Context: an optimization exercise on an open-source flow, tuned for small area, a short achievable clock period and few clock cycles per item. The choices shown serve that exercise and are no tape-out recipe.
Only simulation tests tie the RTL to the original design; equivalence was not proved.
Power is estimated from default activity; no workload was simulated.

==> design/flow/design.v <==
module cbv_encoder (
    input  wire        clk,
    input  wire        rst,
    input  wire        cfg_we,
    input  wire [3:0]  cfg_idx,
    input  wire [63:0] cfg_value,
    input  wire [15:0] cfg_len,
    input  wire [1:0]  cfg_kind,
    input  wire        start,
    input  wire [31:0] total_bits,
    input  wire [4:0]  alpha_n,
    output reg         src_re,
    output reg  [10:0] src_addr,
    input  wire [31:0] src_rdata,
    output reg         busy,
    output reg         done,
    output reg         sym_valid,
    output reg  [3:0]  sym,
    output reg         err,
    output reg  [7:0]  err_code,
    output reg  [31:0] err_info,
    output reg  [31:0] nsym,
    output reg  [31:0] total_rank,
    output wire [32:0] stream_bits,
    input  wire [3:0]  usage_sel,
    output wire [31:0] usage_q
);
    localparam [31:0] CAP_SRC_BITS = 32'd65536;
    localparam [1:0] KIND_FIN  = 2'd0;
    localparam [1:0] KIND_RUN0 = 2'd1;
    localparam [1:0] KIND_RUN1 = 2'd2;
    localparam [7:0] ERR_CONSTRUCTION_OVERFLOW = 8'h04;
    localparam [7:0] ERR_ENCODE_NO_MATCH       = 8'h05;
    localparam [1:0] S_IDLE   = 2'd0;
    localparam [1:0] S_FETCH  = 2'd1;
    localparam [1:0] S_DECIDE = 2'd2;
    reg [63:0] a_value [0:15];
    reg [15:0] a_len   [0:15];
    reg [1:0]  a_kind  [0:15];
    reg [6:0]  a_pop   [0:15];    
    reg [6:0] cfg_pop;
    integer p;
    always @(*) begin
        cfg_pop = 7'd0;
        for (p = 0; p < 64; p = p + 1)
            cfg_pop = cfg_pop + {6'd0, cfg_value[p]};
    end
    always @(posedge clk) begin
        if (cfg_we && !busy) begin
            a_value[cfg_idx] <= cfg_value;
            a_len[cfg_idx]   <= cfg_len;
            a_kind[cfg_idx]  <= cfg_kind;
            a_pop[cfg_idx]   <= cfg_pop;
        end
    end
    reg [1:0]  state;
    reg [16:0] total_r;       
    reg [4:0]  n_r;           
    reg [15:0] maxlen0;       
    reg [15:0] maxlen1;       
    reg [16:0] cur;           
    reg [12:0] rd_word;       
    reg [12:0] data_word;     
    reg        rv;            
    reg [12:0] rw;            
    wire       rhit = rv && (rw == data_word);
    reg [1:0]  proc_k;        
    reg [95:0] win;           
    reg        b0;            
    reg [16:0] run;           
    reg        brk;           
    reg [16:0] stream_r;      
    reg [31:0] usage [0:15];
    assign stream_bits = {16'd0, stream_r};
    assign usage_q     = usage[usage_sel];
    reg [15:0] t0 [0:30];
    reg [15:0] t1 [0:30];
    integer m;
    always @(*) begin
        for (m = 0; m < 16; m = m + 1) begin
            t0[m] = (m < alpha_n && a_kind[m] == KIND_RUN0) ? a_len[m] : 16'd0;
            t1[m] = (m < alpha_n && a_kind[m] == KIND_RUN1) ? a_len[m] : 16'd0;
        end
        for (m = 0; m < 15; m = m + 1) begin
            t0[16 + m] = (t0[2 * m] > t0[2 * m + 1]) ? t0[2 * m] : t0[2 * m + 1];
            t1[16 + m] = (t1[2 * m] > t1[2 * m + 1]) ? t1[2 * m] : t1[2 * m + 1];
        end
    end
    wire [15:0] ml0 = t0[30];
    wire [15:0] ml1 = t1[30];
    reg [31:0] valid_mask;
    always @(*) begin
        if (data_word < {1'b0, total_r[16:5]})
            valid_mask = 32'hFFFF_FFFF;
        else if (data_word == {1'b0, total_r[16:5]})
            valid_mask = ~(32'hFFFF_FFFF << total_r[4:0]);
        else
            valid_mask = 32'd0;
    end
    wire [31:0] masked  = src_rdata & valid_mask;
    wire        first_w = (proc_k == 2'd0);
    wire [31:0] shifted = first_w ? (masked >> cur[4:0]) : masked;
    wire [5:0]  avail   = first_w ? (6'd32 - {1'b0, cur[4:0]}) : 6'd32;
    wire        cur_b0  = first_w ? shifted[0] : b0;
    wire [31:0] same    = cur_b0 ? shifted : ~shifted;
    reg [5:0] ones;
    integer t;
    always @(*) begin
        ones = 6'd32;
        for (t = 31; t >= 0; t = t - 1)
            if (!same[t]) ones = t[5:0];
    end
    wire [5:0]  cnt      = (ones > avail) ? avail : ones;
    wire        past_end = (data_word > {1'b0, total_r[16:5]}) ||
                           (data_word == {1'b0, total_r[16:5]} && total_r[4:0] == 5'd0);
    wire        endless  = !first_w && !brk && !cur_b0 && past_end;
    wire        brk_new  = (!first_w && brk) || (cnt < avail);
    wire [16:0] run_new  = first_w ? {11'd0, cnt} :
                           brk     ? run :
                           endless ? 17'h1FFFF : run + {11'd0, cnt};
    wire [15:0] maxlen_b = cur_b0 ? maxlen1 : maxlen0;
    wire        need_more = (proc_k < 2'd2) ||
                            (!brk_new && !endless && (run_new < {1'b0, maxlen_b}));
    wire [63:0] w64 = win[{2'b00, cur[4:0]} +: 64];
    reg [15:0] hit;
    integer i;
    reg [63:0] fmask;
    always @(*) begin
        for (i = 0; i < 16; i = i + 1) begin
            if (a_len[i] >= 16'd64)
                fmask = 64'hFFFF_FFFF_FFFF_FFFF;
            else
                fmask = ~(64'hFFFF_FFFF_FFFF_FFFF << a_len[i][5:0]);
            hit[i] = 1'b0;
            if (i < n_r) begin
                case (a_kind[i])
                    KIND_FIN:  hit[i] = (((w64 ^ a_value[i]) & fmask) == 64'd0);
                    KIND_RUN0: hit[i] = !b0 && (run >= {1'b0, a_len[i]});
                    KIND_RUN1: hit[i] =  b0 && (run >= {1'b0, a_len[i]});
                    default:   hit[i] = 1'b0;
                endcase
            end
        end
    end
    reg [3:0] sel;
    reg       any_hit;
    integer j;
    always @(*) begin
        sel = 4'd0;
        any_hit = 1'b0;
        for (j = 15; j >= 0; j = j - 1)
            if (hit[j]) begin
                sel = j[3:0];
                any_hit = 1'b1;
            end
    end
    wire [15:0] sel_len  = a_len[sel];
    wire [1:0]  sel_kind = a_kind[sel];
    wire [16:0] sel_rank = (sel_kind == KIND_FIN)  ? {10'd0, a_pop[sel]} :
                           (sel_kind == KIND_RUN1) ? {1'b0, sel_len} : 17'd0;
    wire [16:0] next_cur = cur + {1'b0, sel_len};
    reg [12:0] rw_req;        
    always @(posedge clk) begin
        if (rst) begin
            rv <= 1'b0;
        end else begin
            rv <= src_re;
            rw <= rw_req;
        end
    end
    integer u;
    always @(posedge clk) begin
        if (rst) begin
            state     <= S_IDLE;
            busy      <= 1'b0;
            done      <= 1'b0;
            sym_valid <= 1'b0;
            src_re    <= 1'b0;
        end else begin
            done      <= 1'b0;
            sym_valid <= 1'b0;
            src_re    <= 1'b0;
            case (state)
                S_IDLE: begin
                    if (start) begin
                        for (u = 0; u < 16; u = u + 1)
                            usage[u] <= 32'd0;
                        nsym       <= 32'd0;
                        total_rank <= 32'd0;
                        stream_r   <= 17'd0;
                        err        <= 1'b0;
                        err_code   <= 8'd0;
                        err_info   <= 32'd0;
                        n_r        <= alpha_n;
                        maxlen0    <= ml0;
                        maxlen1    <= ml1;
                        cur        <= 17'd0;
                        if (total_bits > CAP_SRC_BITS) begin
                            err      <= 1'b1;
                            err_code <= ERR_CONSTRUCTION_OVERFLOW;
                            err_info <= total_bits;
                            done     <= 1'b1;
                        end else if (total_bits == 32'd0) begin
                            done     <= 1'b1;
                        end else begin
                            total_r   <= total_bits[16:0];
                            busy      <= 1'b1;
                            src_re    <= 1'b1;
                            src_addr  <= 11'd0;
                            rw_req    <= 13'd0;
                            rd_word   <= 13'd1;
                            data_word <= 13'd0;
                            proc_k    <= 2'd0;
                            state     <= S_FETCH;
                        end
                    end
                end
                S_FETCH: begin
                    if (rd_word - data_word < 13'd3) begin
                        src_re   <= 1'b1;
                        src_addr <= rd_word[10:0];
                        rw_req   <= rd_word;
                        rd_word  <= rd_word + 13'd1;
                    end
                    if (rhit) begin
                        if (proc_k != 2'd3)
                            win[proc_k*32 +: 32] <= masked;
                        if (first_w)
                            b0 <= cur_b0;
                        run       <= run_new;
                        brk       <= brk_new;
                        data_word <= data_word + 13'd1;
                        if (proc_k != 2'd3)
                            proc_k <= proc_k + 2'd1;
                        if (!need_more) begin
                            src_re <= 1'b0;
                            state  <= S_DECIDE;
                        end
                    end
                end
                S_DECIDE: begin
                    if (!any_hit) begin
                        err      <= 1'b1;
                        err_code <= ERR_ENCODE_NO_MATCH;
                        err_info <= {15'd0, cur};
                        busy     <= 1'b0;
                        done     <= 1'b1;
                        state    <= S_IDLE;
                    end else begin
                        sym_valid   <= 1'b1;
                        sym         <= sel;
                        usage[sel]  <= usage[sel] + 32'd1;
                        nsym        <= nsym + 32'd1;
                        total_rank  <= total_rank + {15'd0, sel_rank};
                        cur         <= next_cur;
                        if (next_cur >= total_r) begin
                            stream_r <= next_cur;
                            busy     <= 1'b0;
                            done     <= 1'b1;
                            state    <= S_IDLE;
                        end else begin
                            src_re    <= 1'b1;
                            src_addr  <= next_cur[15:5];
                            rw_req    <= {1'b0, next_cur[16:5]};
                            rd_word   <= {1'b0, next_cur[16:5]} + 13'd1;
                            data_word <= {1'b0, next_cur[16:5]};
                            proc_k    <= 2'd0;
                            state     <= S_FETCH;
                        end
                    end
                end
                default: state <= S_IDLE;
            endcase
        end
    end
endmodule
==> design/flow/run.sh <==
#!/bin/bash
# synth_recipe.tcl (not shown) runs the flow's synth.tcl, then flattens the netlist and writes it again
# the make line also repeats each setting of config.mk as NAME=value (left out here)
make -C /OpenROAD-flow-scripts/flow DESIGN_CONFIG=/design/flow/config.mk WORK_HOME=/design/flow/orfs CLKGATE_MAP_FILE= SYNTH_SCRIPT=/design/flow/synth_recipe.tcl finish
==> design/flow/config.mk <==
export PLATFORM = sky130hd
export DESIGN_NAME = cbv_encoder
export DESIGN_NICKNAME = cbv_encoder
export VERILOG_FILES = /design/flow/design.v
export SDC_FILE = /design/flow/constraint.sdc
export NUM_CORES = 8
export LEC_CHECK = 0
export CAP_MARGIN = 20
export CORE_MARGIN = 2
export CORE_UTILIZATION = 25
export SLEW_MARGIN = 20
==> design/flow/constraint.sdc <==
create_clock -name core_clock -period 12.0 [get_ports {clk}]
set_input_delay 2.4000 -clock core_clock [delete_from_list [all_inputs] [get_ports {clk}]]
set_output_delay 2.4000 -clock core_clock [all_outputs]
set_load 0.01 [all_outputs]
==> impl_metrics.yaml <==
logic_synthesis:
  async_reset_ff_frac: 0
  synth_seq_area_share: 0.446
  synth_top_flop_cell: "edfxtp_1"
  synth_fa_ha_area_frac: 0.0831
  ys_types: 113
  synth_top_area_frac: 0.445
  synth.area.top_cells: "edfxtp_1 (45%), ha_1 (7.5%), nand2_1 (3.8%), mux4_2 (3.7%), a21oi_1 (3.6%)"
  synthMuxAreaShare: 0.0712
  syn_inst: 15300
  synth_area_um2: 155000
  synth_xor_area_frac: 0.0628
  synth.most_common_cell: "edfxtp_1"
  synthSimpleGateAreaFrac: 0.142
  ys_seq_elements: 2301
  synth-warning-count: 3
  synth.avg_cell_area_um2: 10.1
  synth_top_family_by_area: "compound AO/OA/AOI/OAI gates"
  synth_common_cells: "edfxtp_1 (2,294), nand2_1 (1,552), nor2_1 (1,301)"
  synth_top_area_cell: "edfxtp_1"
  synth_edf_count: 2294
  synth_compound_area_frac: 0.148
critical_path:
  start_kind: "flip-flop"
  cp.required_ns: 12.70
  cp.buffers_inverters: 13
  r2r_cells: 54
  worstSetupPathType: "flip-flop to flip-flop"
  path_max_fanout: 16
  worst-endpoint-arrival_ns: 12.45
  r2r_end: "proc_k[0]"
  cp_slowest_cell: "nor4_4"
  r2r-start: "cur[1]"
  ff2ff_setup_slack_ns: 0.26
  path_delay_family: "compound AO/OA/AOI/OAI gates"
  endpoint_kind: "flip-flop"
  max_stage_delay_ns: 0.88
power:
  p_per_area_nw_per_um2: 199
  leakagePower_nw: 74.4
  ir_worst_vdd_uv: 2430
grt:
  globalRoute.totalOverflow: 0
  antenna_found_initial: 135
  grt_use_total: 0.250
  grt_max_degree: 111
  grt_pass1_vias: 134000
  grt_pass1_wl_um: 1100000
timing:
  fin_crit_sh: 0.979
  hold_viol_final: 0
  tightest_slew_ns: 1.33
  layout_setup_ws_ns: 0.256
  relSlewSlack: 0.112
  finClkSkew_ns: 0.0831
  fmax_mhz: 85.2
  period_minus_slack_ns: 11.74
  setup_violations: 0
  drv_slew: 0
layout:
  layout.nets: 18600
  area_delta_synth_final_pct: 25.8
  fin_util: 0.316
  drive_gt1_frac: 0.213
  final_cells: 25900
cts:
  cts_buffers: 268
  numClockSinks: 2301
  clk_pin_slew_ns: 0.06
  hold_buffers: 0
  h-tree-depth: 5
  root_buffer: "clkbuf_16"
  clk_latency_ns: 1.01
  clockBufferDepth: 4
  cts_tree: "done"
hold_path:
  worstHoldEndpoint: "rw[12]"
  min-delay-path-class: "flip-flop to flip-flop"
  hold_depth: 0
  hold_start: "rw_req[12]"
placement:
  hpwlAfterDp_um: 581000
  portBuffers: 329
  pre_cts_slack_ns: -1.21
  gp_congestion: 1.01
  post-place-cells: 25200
detailed_routing:
  wl_per_cell_um: 31.6
  drt_iter0_drc: 24900
  drtAntennaViolNets: 0
  drcViolationCount: 0
  finalWirelength_um: 818000
  num_vias: 144000
  drt-vias-per-instance: 5.57
  first_pass_iters: 8
floorplanning:
  ios: 352
  dieArea_um2: 625000
  die_x_um: 791
  fp.dieH_um: 791
  initial_utilization: 0.251
  core_area_um2: 616000
  rows: 288
flow_run:
  cap_violations: 0
run_status:
  status: "no timing/DRC/antenna violations"
logic make-up after synthesis:
kind of cell | after synthesis
flip-flops | 2301
XOR/XNOR | 1109
AO/OA/AOI/OAI | 3674
other | 1
multiplexers | 761
AND/OR/NAND/NOR | 4677
adder cells (fa/ha/maj) | 993
buffers and inverters | 1795
final cells by class:
class                           count  area (um^2)
Clock inverter                    187         2000
Sequential cell                  2301        69000
Timing Repair Buffer             2803        23100
Inverter                          815         3080
Tap cell                         8120        10200
Multi-Input combinational cell  11200        79900
Antenna cell                       98          245
Fill cell                       63100       421000
Clock buffer                      301         6960
registers in the layout (all words and copies together) (netlist names), 16 cells and up:
name / count
nsym: 32
a_value: 1024
maxlen0: 16
maxlen1: 16
total_rank: 32
a_kind: 32
win: 95
total_r: 17
a_len: 256
stream_r: 17
run: 17
err_info: 32
cur: 17
usage: 512
a_pop: 112
placed cells by master, fill, tap and decap left out, types with 471 or more instances in the layout:
| master | count |
|---|---|
| a21oi_1 | 1045 |
| buf_4 | 2332 |
| edfxtp_1 | 2294 |
| ha_1 | 927 |
| inv_1 | 776 |
| nand2_1 | 1529 |
| nor2_1 | 1278 |
| o21ai_0 | 752 |
| o22ai_1 | 471 |
| xnor2_1 | 603 |
| xor2_1 | 497 |
power breakdown:
part | internal, mW | switching (mW)
Clock | 4.84 | 3.85
Sequential | 11.4 | 0.356
Combinational | 6.05 | 12.2
Total | 22.3 | 16.4
worst max path at each step:
stage          cells past startpoint  slack [ns]          end  startpoint
6_report                          54        0.26    proc_k[0]      cur[1]
5_1_grt                           69       -0.06   maxlen0[0]  alpha_n[4]
4_1_cts                           66       0.003   maxlen1[9]  alpha_n[2]
3_5_place_dp                      66       -1.21  maxlen0[10]  alpha_n[2]
3_3_place_gp                      66       -1.94   maxlen0[2]  alpha_n[1]
2_1_floorplan                     72       -0.01   maxlen1[0]  alpha_n[1]
through the flow:
stage                     power (mW)  hold slack (ns)  cell area, um^2  setup TNS, ns
after global routing            39.6            0.438           194000         -0.700
final                           38.7            0.422           195000              0
after CTS                       37.9            0.411           193000              0
after floorplan                 19.7            0.400           155000        -0.0221
after detailed placement        29.2            0.406           184000         -52.17
after global placement          29.1            0.404           184000         -63.96
routing by layer:
metal / GRT usage / share of wire / routed length (um)
met5: 0.000763 / 0.00056 / 455
met2: 0.359 / 0.41 / 335000
met4: 0.149 / 0.072 / 58800
met1: 0.331 / 0.39 / 317000
met3: 0.0717 / 0.13 / 107000
repair_timing:
| item | 4_1_cts | 5_1_grt |
|---|---|---|
| gates cloned | 1 | 8 |
| buffers inserted | 15 | 40 |
| pin swaps | 5 | 34 |
| gates resized for setup | 30 | 229 |
| setup endpoints to repair | 95 | 110 |
worst register-to-register path, delay by kind of cell, from the launching register on:
family / cells / cell delay, ns
flip-flops: 1 / 0.43
AND/OR/NAND/NOR: 9 / 2.85
adder cells (fa/ha/maj): 2 / 0.52
XOR/XNOR: 2 / 0.32
buffers and inverters: 13 / 2.44
multiplexers: 1 / 0.34
AO/OA/AOI/OAI: 27 / 4.57
Testbench counts, summed over its fixed seeds: cycles 240,146, bits 332,171.

## separate check: timing with driven ports
The flow's constraints put no driver on any port. The routed layout listed below was extracted and timed again, unchanged, in two steps.
Step 1 assumes that a clkbuf_16 drives the clock port and a buf_2 every other input.
Step 2, shift: input delay + t, output delay - t, t = (earliest + latest rising clock arrival at the registers) / 2. This alone moves slack from input paths to output paths.
Three values: ideal ports, drivers, drivers and shift; two values: the first two.
t (ns): 1.114
setup slack, ns: 0.256 / 0.256 / -0.629
worst data-port slew with drivers (ns): 0.26
cell pins on the clock port's net: 1
With both steps, setup timing fails in this run, where it was met with ideal ports. The setup slack of this run moves by 0.000 ns with the drivers and by -0.885 ns with both steps.
